Source: an optimization exercise on an open RTL-to-GDS flow (aim: small area, a short achievable clock period and few clock cycles). Production flows keep margins and buffers that such runs may drop.
In this exercise RTL edits were held to simulation tests only and were not proved equivalent to the original.
Power figures rest on the tool's default switching activity, not on a simulated workload.

==> flow/design.v <==
module rob_unit #(
    parameter MAX_CAP = 16
) (
    input  wire         clk,
    input  wire         rst,           
    input  wire [31:0]  cfg_rob_cap,   
    input  wire         cmd_valid,
    output wire         cmd_ready,
    input  wire [189:0] cmd,
    output reg          rsp_valid,
    output reg          rsp_ok,
    output reg  [185:0] rsp_val
);
    localparam PW = 4;
    localparam N  = 16;
    localparam DW = 154;    
    localparam [3:0] OP_CHECK_SPACE = 4'h4;
    localparam [3:0] OP_INSERT      = 4'h5;
    localparam [3:0] OP_MARK_EXEC   = 4'h6;
    localparam [3:0] OP_MARK_READY  = 4'h7;
    localparam [3:0] OP_CHECK_READY = 4'h8;
    localparam [3:0] OP_CHECK_HEAD  = 4'h9;
    localparam [3:0] OP_WAKEUP      = 4'hA;
    localparam [3:0] OP_REMOVE_HEAD = 4'hB;
    localparam [3:0] OP_RD_STAT     = 4'hC;
    localparam S1_RDY = 72;
    localparam S1_TAG = 73;    
    localparam S2_RDY = 113;
    localparam S2_TAG = 114;   
    localparam [N-1:0] OH0 = {{(N-1){1'b0}}, 1'b1};
    assign cmd_ready = 1'b1;
    reg [PW:0]    rob_cap;
    reg [N-1:0]   last_oh;      
    reg [PW-1:0]  rob_head;
    reg [PW-1:0]  rob_tail;
    reg [N-1:0]   head_oh;
    reg [N-1:0]   tail_oh;
    reg           wrapped;
    reg [N-1:0]   ent_valid;
    reg [N-1:0]   ent_ready;
    reg [DW-1:0]  ent_inst [0:N-1];
    reg [N-1:0]   head_adv;     
    reg [N-1:0]   tail_adv;     
    reg           tail_free;    
    reg           head_ready;   
    reg           head_wr;      
    reg [N-1:0]   wsel;         
    reg [N-1:0]   hsel;         
    wire [3:0]    op    = cmd[3:0];
    wire [185:0]  inst  = cmd[189:4];
    wire [31:0]   tag_t = cmd[35:4];
    wire [31:0]   tag_i = cmd[189:158];
    wire [PW-1:0] idx_i = tag_i[PW-1:0];
    wire [PW-1:0] idx_t = tag_t[PW-1:0];
    wire [7:0]    csr   = cmd[11:4];
    wire tag_i_ok = (tag_i[31:PW] == 0) && ({1'b0, idx_i} < rob_cap);
    wire tag_t_ok = (tag_t[31:PW] == 0) && ({1'b0, idx_t} < rob_cap);
    wire is_insert = cmd_valid & (op == OP_INSERT);
    wire is_mready = cmd_valid & (op == OP_MARK_READY);
    wire is_wakeup = cmd_valid & (op == OP_WAKEUP);
    wire is_remove = cmd_valid & (op == OP_REMOVE_HEAD);
    wire [N-1:0] idx_i_oh = OH0 << idx_i;
    wire [N-1:0] idx_t_oh = OH0 << idx_t;
    wire mark_hit = tag_i_ok & |(ent_valid & idx_i_oh);
    wire cready_v = tag_t_ok & |(ent_valid & ent_ready & idx_t_oh);
    wire do_insert = is_insert & tail_free;
    wire do_remove = is_remove & head_ready;
    wire [N-1:0] wr_en = is_insert ? wsel : {N{1'b0}};
    wire [N-1:0] rm_en = do_remove ? head_oh : {N{1'b0}};
    wire [N-1:0] mr_en = (is_mready & tag_i_ok) ? idx_i_oh : {N{1'b0}};
    wire cap1      = last_oh[0];
    wire tail_wrap = tail_adv[0];
    wire head_wrap = head_adv[0];
    function [N-1:0] adv;
        input [N-1:0] p;
        input [N-1:0] last;
        begin
            adv = {p[N-2:0] & ~last[N-2:0], |(p & last)};
        end
    endfunction
    wire [N-1:0] tail_oh_n  = do_insert ? tail_adv : tail_oh;
    wire [N-1:0] head_oh_n  = do_remove ? head_adv : head_oh;
    wire [N-1:0] tail_adv_n = do_insert ? adv(tail_adv, last_oh) : tail_adv;
    wire [N-1:0] head_adv_n = do_remove ? adv(head_adv, last_oh) : head_adv;
    wire [N-1:0] valid_n    = (ent_valid & ~rm_en) | wr_en;
    wire [N-1:0] ready_n    = (ent_ready & ~wr_en) | mr_en;
    wire         wrapped_n  = wrapped | (do_insert & tail_wrap);
    wire tf_ins = ~cap1 & ~|(ent_valid & tail_adv);
    wire tf_rm  = tail_free | |(head_oh & tail_oh);
    wire hr_rm  = ~cap1 & |(ent_valid & ent_ready & head_adv);
    wire hw_rm  = wrapped | (head_adv != tail_oh);
    wire head_valid = |(ent_valid & head_oh);
    wire mr_head    = is_mready & tag_i_ok & (idx_i == rob_head);
    wire tail_free_n  = do_insert ? tf_ins : do_remove ? tf_rm : tail_free;
    wire head_ready_n = do_remove ? hr_rm : (head_ready | (mr_head & head_valid));
    wire head_wr_n    = do_insert | (do_remove ? hw_rm : head_wr);
    wire [N-1:0] rd_sel = is_remove ? hsel : {N{1'b0}};
    reg [DW-1:0] rd_data;
    integer k;
    always @(*) begin
        rd_data = {DW{1'b0}};
        for (k = 0; k < N; k = k + 1)
            rd_data = rd_data | (ent_inst[k] & {DW{rd_sel[k]}});
    end
    wire [N-1:0] wk1, wk2;
    genvar g;
    generate
        for (g = 0; g < N; g = g + 1) begin : g_ent
            assign wk1[g] = is_wakeup & ent_valid[g] & (ent_inst[g][S1_TAG +: 32] == tag_t);
            assign wk2[g] = is_wakeup & ent_valid[g] & (ent_inst[g][S2_TAG +: 32] == tag_t);
            always @(posedge clk) begin
                if (wr_en[g]) begin
                    ent_inst[g][S1_RDY-1:0]        <= inst[S1_RDY-1:0];
                    ent_inst[g][S2_RDY-1:S1_RDY+1] <= inst[S2_RDY-1:S1_RDY+1];
                    ent_inst[g][DW-1:S2_RDY+1]     <= inst[DW-1:S2_RDY+1];
                end
                ent_inst[g][S1_RDY] <= wr_en[g] ? inst[S1_RDY] : (ent_inst[g][S1_RDY] | wk1[g]);
                ent_inst[g][S2_RDY] <= wr_en[g] ? inst[S2_RDY] : (ent_inst[g][S2_RDY] | wk2[g]);
            end
        end
    endgenerate
    always @(posedge clk) begin
        if (rst) begin
            rob_cap    <= cfg_rob_cap[PW:0];
            last_oh    <= OH0 << (cfg_rob_cap[PW-1:0] - 1'b1);
            rob_head   <= {PW{1'b0}};
            rob_tail   <= {PW{1'b0}};
            head_oh    <= OH0;
            tail_oh    <= OH0;
            wrapped    <= 1'b0;
            ent_valid  <= {N{1'b0}};
            ent_ready  <= {N{1'b0}};
            head_adv   <= (cfg_rob_cap[PW:0] == 1) ? OH0 : (OH0 << 1);
            tail_adv   <= (cfg_rob_cap[PW:0] == 1) ? OH0 : (OH0 << 1);
            tail_free  <= 1'b1;
            head_ready <= 1'b0;
            head_wr    <= 1'b0;
            wsel       <= OH0;
            hsel       <= {N{1'b0}};
            rsp_valid  <= 1'b0;
        end else begin
            rsp_valid  <= cmd_valid;
            ent_valid  <= valid_n;
            ent_ready  <= ready_n;
            head_oh    <= head_oh_n;
            tail_oh    <= tail_oh_n;
            wrapped    <= wrapped_n;
            head_adv   <= head_adv_n;
            tail_adv   <= tail_adv_n;
            tail_free  <= tail_free_n;
            head_ready <= head_ready_n;
            head_wr    <= head_wr_n;
            wsel       <= tail_free_n ? tail_oh_n : {N{1'b0}};
            hsel       <= head_wr_n ? head_oh_n : {N{1'b0}};
            if (do_insert) rob_tail <= tail_wrap ? {PW{1'b0}} : rob_tail + 1'b1;
            if (do_remove) rob_head <= head_wrap ? {PW{1'b0}} : rob_head + 1'b1;
        end
    end
    reg        ok_n;
    reg [31:0] lo_n;
    always @(*) begin
        ok_n = 1'b1;
        lo_n = 32'd0;
        case (op)
            OP_CHECK_SPACE: lo_n[0] = tail_free;
            OP_INSERT: begin
                if (tail_free) lo_n[PW-1:0] = rob_tail;
                else begin ok_n = 1'b0; lo_n = 32'hFFFF_FFFF; end
            end
            OP_MARK_EXEC, OP_MARK_READY: ok_n = mark_hit;
            OP_CHECK_READY: lo_n[0] = cready_v;
            OP_CHECK_HEAD:  lo_n[0] = head_ready;
            OP_WAKEUP: ;
            OP_REMOVE_HEAD: ;
            OP_RD_STAT: begin
                case (csr)
                    8'h04:   lo_n[PW:0]   = rob_cap;
                    8'h25:   lo_n[PW-1:0] = rob_head;
                    8'h26:   lo_n[PW-1:0] = rob_tail;
                    default: ok_n = 1'b0;
                endcase
            end
            default: ok_n = 1'b0;
        endcase
    end
    always @(posedge clk) begin
        rsp_ok            <= ok_n;
        rsp_val[31:0]     <= lo_n | rd_data[31:0];
        rsp_val[153:32]   <= rd_data[153:32];
        rsp_val[185:154]  <= {{(32-PW){1'b0}}, (is_remove & head_wr) ? rob_head : {PW{1'b0}}};
    end
endmodule
==> flow/config.mk <==
export PLATFORM = sky130hd
export DESIGN_NAME = rob_unit
export DESIGN_NICKNAME = rob_unit
export VERILOG_FILES = /design/flow/design.v
export SDC_FILE = /design/flow/constraint.sdc
export NUM_CORES = 4
export LEC_CHECK = 0
export CAP_MARGIN = 20
export CORE_MARGIN = 2
export CORE_UTILIZATION = 60
export CTS_CLUSTER_DIAMETER = 80
export CTS_CLUSTER_SIZE = 22
export PLACE_DENSITY = 0.7
export SETUP_SLACK_MARGIN = 2.6
export SLEW_MARGIN = 20
==> flow/constraint.sdc <==
create_clock -name core_clock -period 5.0 [get_ports {clk}]
set_input_delay 1.0000 -clock core_clock [delete_from_list [all_inputs] [get_ports {clk}]]
set_output_delay 1.0000 -clock core_clock [all_outputs]
set_load 0.01 [all_outputs]
run.sh (not shown) runs the stock make flow with config.mk's settings and CLKGATE_MAP_FILE= SYNTH_SCRIPT=/design/flow/synth_recipe.tcl, a recipe that flattens the netlist after the stock synthesis.
The first run produced a clean layout.
Testbench counts at the start, summed over its fixed seeds: cycles 24,008.
Next try:
--- a/flow/design.v
+++ b/flow/design.v
@@ -110,12 +110,11 @@
             assign wk2[g] = is_wakeup & ent_valid[g] & (ent_inst[g][S2_TAG +: 32] == tag_t);
             always @(posedge clk) begin
                 if (wr_en[g]) begin
-                    ent_inst[g][S1_RDY-1:0]        <= inst[S1_RDY-1:0];
-                    ent_inst[g][S2_RDY-1:S1_RDY+1] <= inst[S2_RDY-1:S1_RDY+1];
-                    ent_inst[g][DW-1:S2_RDY+1]     <= inst[DW-1:S2_RDY+1];
+                    ent_inst[g] <= inst[DW-1:0];
+                end else begin
+                    if (wk1[g]) ent_inst[g][S1_RDY] <= 1'b1;
+                    if (wk2[g]) ent_inst[g][S2_RDY] <= 1'b1;
                 end
-                ent_inst[g][S1_RDY] <= wr_en[g] ? inst[S1_RDY] : (ent_inst[g][S1_RDY] | wk1[g]);
-                ent_inst[g][S2_RDY] <= wr_en[g] ? inst[S2_RDY] : (ent_inst[g][S2_RDY] | wk2[g]);
             end
         end
     endgenerate
=> The changed run ran to the end with no violations; wire length falls by 1.5%; final area rises by 0.47%; global-route usage falls by 0.79 points; worst setup slack is better by 0.037 ns; fmax rises by 1.4%; clock power is about the same; core utilization rises by 0.40 points.
Testbench counts after the change, summed over its fixed seeds: cycles 24,008.

re-timing with driven ports:
How much do the figures lean on ideal ports? The routed layouts below were timed once more, with nothing changed but the port constraints. Step 1, drivers: a clkbuf_16 drives clk and a buf_2 each remaining input, both assumed. Step 2 also shifts input and output timing later by t, the mid clock arrival at the registers, as if the neighbouring blocks saw the same clock. a / b / c = no drivers / after step 1 / after step 2; a / b = the first two.
run | t, ns | setup WS [ns] | worst setup path at the end | latest minus earliest clock arrival (ns) | slew at the worst register clock pin (ns)
the first run | 0.926 | 2.389 / 2.389 / 1.515 | input to register | 0.037 / 0.037 | 0.10 / 0.10
the second run | 0.939 | 2.426 / 2.438 / 1.500 | input to register | 0.029 / 0.029 | 0.10 / 0.10
After both steps every run listed still meets setup and hold. The setup slack of the second run, which loses most, moves by +0.012 ns with the drivers and by -0.926 ns with both steps.
